This design comes from an exercise in tuning for small area, a short achievable clock period and few clock cycles on the open sky130 flow, not from production work.
RTL that was checked went through simulation tests only; none was proved equivalent to the original.
Power and IR drop assume default switching activity.

Setup of trial 11:
## lxe
module lxe (
    input  wire        clk,
    input  wire        rst,         
    input  wire        bus_valid,
    input  wire        bus_write,
    input  wire [5:0]  bus_addr,
    input  wire [31:0] bus_wdata,
    output wire        bus_ready,
    output reg         bus_rvalid,
    output reg  [31:0] bus_rdata
);
==> flow/config.mk <==
export PLATFORM = sky130hd
export DESIGN_NAME = lxe
export DESIGN_NICKNAME = lxe
export VERILOG_FILES = /design/flow/design.v
export SDC_FILE = /design/flow/constraint.sdc
export NUM_CORES = 4
export LEC_CHECK = 0
export CAP_MARGIN = 20
export CORE_MARGIN = 2
export CORE_UTILIZATION = 40
export PLACE_DENSITY = 0.6
export SLEW_MARGIN = 20
==> flow/constraint.sdc <==
create_clock -name core_clock -period 12.0 [get_ports {clk}]
set_input_delay 2.4000 -clock core_clock [delete_from_list [all_inputs] [get_ports {clk}]]
set_output_delay 2.4000 -clock core_clock [all_outputs]
set_load 0.01 [all_outputs]
standard.sh (not shown) runs the stock make flow with config.mk's settings and CLKGATE_MAP_FILE= SYNTH_SCRIPT=/design/flow/synth_recipe.tcl, a recipe that flattens the netlist after the stock synthesis.
==> flow/flow/run.sh <==
#!/bin/bash
# Standard synthesis and layout, with two changes: the port buffers are
# buf_2 cells, and repair_timing aims at a setup margin of 7.5 ns, so that it
# also works on paths that already meet the 12 ns clock.
set -euo pipefail
bash standard.sh synth > synth.log 2>&1
bash standard.sh SETUP_SLACK_MARGIN=7.5 "BUFFER_PORTS_ARGS=-buffer_cell sky130_fd_sc_hd__buf_2" finish > layout.log 2>&1
> inputs changed (trial 11 -> build 43)
--- a/flow/design.v
+++ b/flow/design.v
@@ -282,17 +282,17 @@
     wire [31:0] sk_next = start ? (opc[0] ? k3_dec0 : k0) : (rom_now[31:0] + ksel);
     wire [31:0] mx_t  = ((rb << 4) ^ (rb >> 5)) + rb;
     wire [31:0] mx    = mx_t ^ (sk_r ^ {32{dec}});
     wire [31:0] nb    = ra + mx + {31'h0, dec};
     wire rq_vread = rq_v && !rq_w && ((rq_a == A_V0) || (rq_a == A_V1)) &&
                     ((rq_a == A_V0) ^ vsw);
     wire fwd      = busy && (cnt == 5'd0) && rq_vread;
     wire fwd_next = busy && (cnt == 5'd31) && rq_vread && !accept;
-    wire wr_ok = exec && rq_w;
+    wire wr_ok = exec && rq_w && !raise;
     always @(posedge clk) begin
         if (accept) begin
             rq_w <= bus_write;
             rq_a <= bus_addr;
             rq_d <= bus_wdata;
         end
         bus_rdata <= read_data;
         rst_q     <= rst;
@@ -345,17 +345,17 @@
             case (rq_a)
                 A_K0: k0 <= rq_d;
                 A_K1: k1 <= rq_d;
                 A_K2: k2 <= rq_d;
                 A_K3: k3 <= rq_d;
                 default: ;
             endcase
         end
-        if (exec && !err) begin
+        if (exec && raise && !err) begin
             ecode <= raise_code;
             einfo <= raise_info;
         end
         if (rst_q) begin
             opa <= 32'h0; opb <= 32'h0;
             res <= 32'h0;
             crc <= 16'h0;
             krdy <= 4'h0;
==> comparison <==
Build 43 did not stop at any stage, and its layout met the timing, design-rule and antenna checks.
Both conditions hold for trial 11: the flow ran to the end and the final layout passed the timing, design-rule and antenna checks.
Looking at synthesized-area fraction occupied by and/or/nand/nor cells across build 43 and trial 11, the one that comes out lower is trial 11.
For build 43, the start point of the critical path was rb[11]$_DFF_P_, unlike trial 11, where it was rb[5]$_DFF_P_.
From build 43 to trial 11, max-slew violation total from the final report did not move at all.
In the tables for build 43 and trial 11, hold slack reads higher with build 43.
[compare] base=trial 11 new=build 43: total power consumption of the routed design did not really move; post-route non-filler standard cell count now sits at about the same level.
Testbench counts of build 43, summed over its fixed seeds: cycles 50,476.
Function not checked in trial 11: the RTL went through the layout flow alone.


Setup of run 1:
lxe with an RTL version that a note above also has.
For scale: about 3500 cells after synthesis, roughly 31000 µm² of cells after synthesis.
Settings: LEC_CHECK=0, CAP_MARGIN=20, CORE_MARGIN=2, CORE_UTILIZATION=40, PLACE_DENSITY=0.6, SLEW_MARGIN=20; clock period 12.0 ns.
==> flow/flow/run.sh <==
#!/bin/bash
# Standard synthesis and layout, with two changes: the port buffers are
# buf_4 cells, and repair_timing aims at a setup margin of 7.5 ns, so that it
# also works on paths that already meet the 12 ns clock.
set -euo pipefail
bash standard.sh synth > synth.log 2>&1
bash standard.sh SETUP_SLACK_MARGIN=7.5 "BUFFER_PORTS_ARGS=-buffer_cell sky130_fd_sc_hd__buf_4" finish > layout.log 2>&1
Testbench counts of run 1, summed over its fixed seeds: cycles 50,476.
> inputs changed (run 1 -> run 2)
diff --git a/flow/design.v b/flow/design.v
--- a/flow/design.v
+++ b/flow/design.v
@@ -42,36 +42,35 @@
     localparam [3:0] E_KEY_NOT_LOADED = 4'd4;
     reg [31:0] k0, k1, k2, k3;
     reg [31:0] ra, rb;           
     reg        vsw;
     reg [31:0] opa, opb;
     reg [31:0] res;
     reg [15:0] crc;
     reg [3:0]  krdy;
     reg        err;
     reg [3:0]  ecode;
     reg [31:0] einfo;
-    reg        rq_v;
-    reg        rq_w;
-    reg [5:0]  rq_a;
-    reg [31:0] rq_d;
     reg        rdy;
     reg        busy;
     reg        dec;
     reg [4:0]  cnt;              
     reg [1:0]  kidx_r;           
     reg        rst_q;            
     reg [31:0] sk_r;             
     assign bus_ready = rdy;
     wire accept = bus_valid && rdy;
-    wire exec   = rq_v && !busy;
+    wire exec   = accept;
+    wire        rq_w = bus_write;
+    wire [5:0]  rq_a = bus_addr;
+    wire [31:0] rq_d = bus_wdata;
     function [15:0] crc16_step;
         input [15:0] c;
         input [7:0]  b;
         integer i;
         reg [15:0] x;
         begin
             x = c ^ {8'h00, b};
             for (i = 0; i < 8; i = i + 1) begin
                 if (x[0])
                     x = (x >> 1) ^ 16'hA001;
                 else
@@ -275,51 +274,42 @@
             2'd0: ksel = k0;
             2'd1: ksel = k1;
             2'd2: ksel = k2;
             default: ksel = k3;
         endcase
     end
     wire [31:0] k3_dec0 = k3 + DEC_START;
     wire [31:0] sk_next = start ? (opc[0] ? k3_dec0 : k0) : (rom_now[31:0] + ksel);
     wire [31:0] mx_t  = ((rb << 4) ^ (rb >> 5)) + rb;
     wire [31:0] mx    = mx_t ^ (sk_r ^ {32{dec}});
     wire [31:0] nb    = ra + mx + {31'h0, dec};
-    wire rq_vread = rq_v && !rq_w && ((rq_a == A_V0) || (rq_a == A_V1)) &&
-                    ((rq_a == A_V0) ^ vsw);
-    wire fwd      = busy && (cnt == 5'd0) && rq_vread;
-    wire fwd_next = busy && (cnt == 5'd31) && rq_vread && !accept;
+    wire fwd_next = busy && (cnt == 5'd31) && bus_valid && !bus_write &&
+                    ((bus_addr == A_V0) || (bus_addr == A_V1)) &&
+                    ((bus_addr == A_V0) ^ vsw);
     wire wr_ok = exec && rq_w && !raise;
     always @(posedge clk) begin
-        if (accept) begin
-            rq_w <= bus_write;
-            rq_a <= bus_addr;
-            rq_d <= bus_wdata;
-        end
         bus_rdata <= read_data;
         rst_q     <= rst;
         if (busy || start) begin
             sk_r   <= sk_next;
             kidx_r <= rom_after[33:32];
         end
         if (start)
             dec <= start_dec;
         if (rst) begin
             busy <= 1'b0; cnt <= 5'h0;
-            rq_v <= 1'b0;
-            rdy <= 1'b1;
+            rdy <= 1'b0;
             bus_rvalid <= 1'b0;
         end else begin
-            rq_v <= accept || (rq_v && busy && !fwd);
-            rdy  <= fwd_next || !((accept || (rq_v && busy && !fwd)) &&
-                                  ((busy && cnt != 5'd0) || start));
-            bus_rvalid <= exec || fwd;
+            rdy  <= fwd_next || !(start || (busy && cnt != 5'd0));
+            bus_rvalid <= accept;
             if (busy) begin
                 if (cnt == 5'd0)
                     busy <= 1'b0;        
                 else
                     cnt  <= cnt + 5'd1;
             end
             if (start) begin
                 busy <= 1'b1;
                 cnt  <= 5'd1;
             end
         end
[summary]
The final layout from run 2, which completed every stage, passed the timing, design-rule and antenna checks at the end of the flow.
Comparing run 2 and run 1, first-pass GRT wire length is higher on run 2.
Run 2 — minimum setup slack after placement 1430 ps lower, run 1 as reference
Count of clock-buffer cells in the layout delta for run 2 relative to run 1: 1.5% lower
Run 1 → run 2: final instance count without filler cells shows an increase of 3.5%, cts-stage hold buffer count shows no meaningful change, max-slew violation total from the final report shows no meaningful change, data required time at the worst endpoint shows a reduction of 130 ps.
The run showing the greater clock group total power is run 1.
No functional check of the RTL was part of run 2.

[afterwards: timing with drivers on the ports]
How much do the figures lean on ideal ports? The routed layouts below were timed once more, with nothing changed but the port constraints.
Step 1: set_driving_cell puts a clkbuf_16 on clk and a buf_2 on each other input, an assumption about the parent block.
Step 2 also shifts input and output timing later by t, the mid clock arrival at the registers, as if the neighbouring blocks saw the same clock.
Slacks: no drivers / after step 1 / after step 2; pairs: no drivers / after step 1.
run	t, ns	setup WS [ns]	worst setup path at the end	clock arrival spread, ns	worst data-port slew with drivers (ns)
trial 11	0.664	7.173 / 7.173 / 7.173	register to register	0.047 / 0.047	0.06
build 43	0.688	7.348 / 7.348 / 7.348	register to register	0.023 / 0.023	0.06
run 1	0.689	7.391 / 7.391 / 7.391	register to register	0.048 / 0.049	0.04
run 2	0.686	7.152 / 7.149 / 6.463	input to register	0.037 / 0.036	0.16
After both steps setup and hold are still met in every run listed. The setup slack of run 2, which loses most, moves by -0.003 ns with the drivers and by -0.689 ns with both steps.
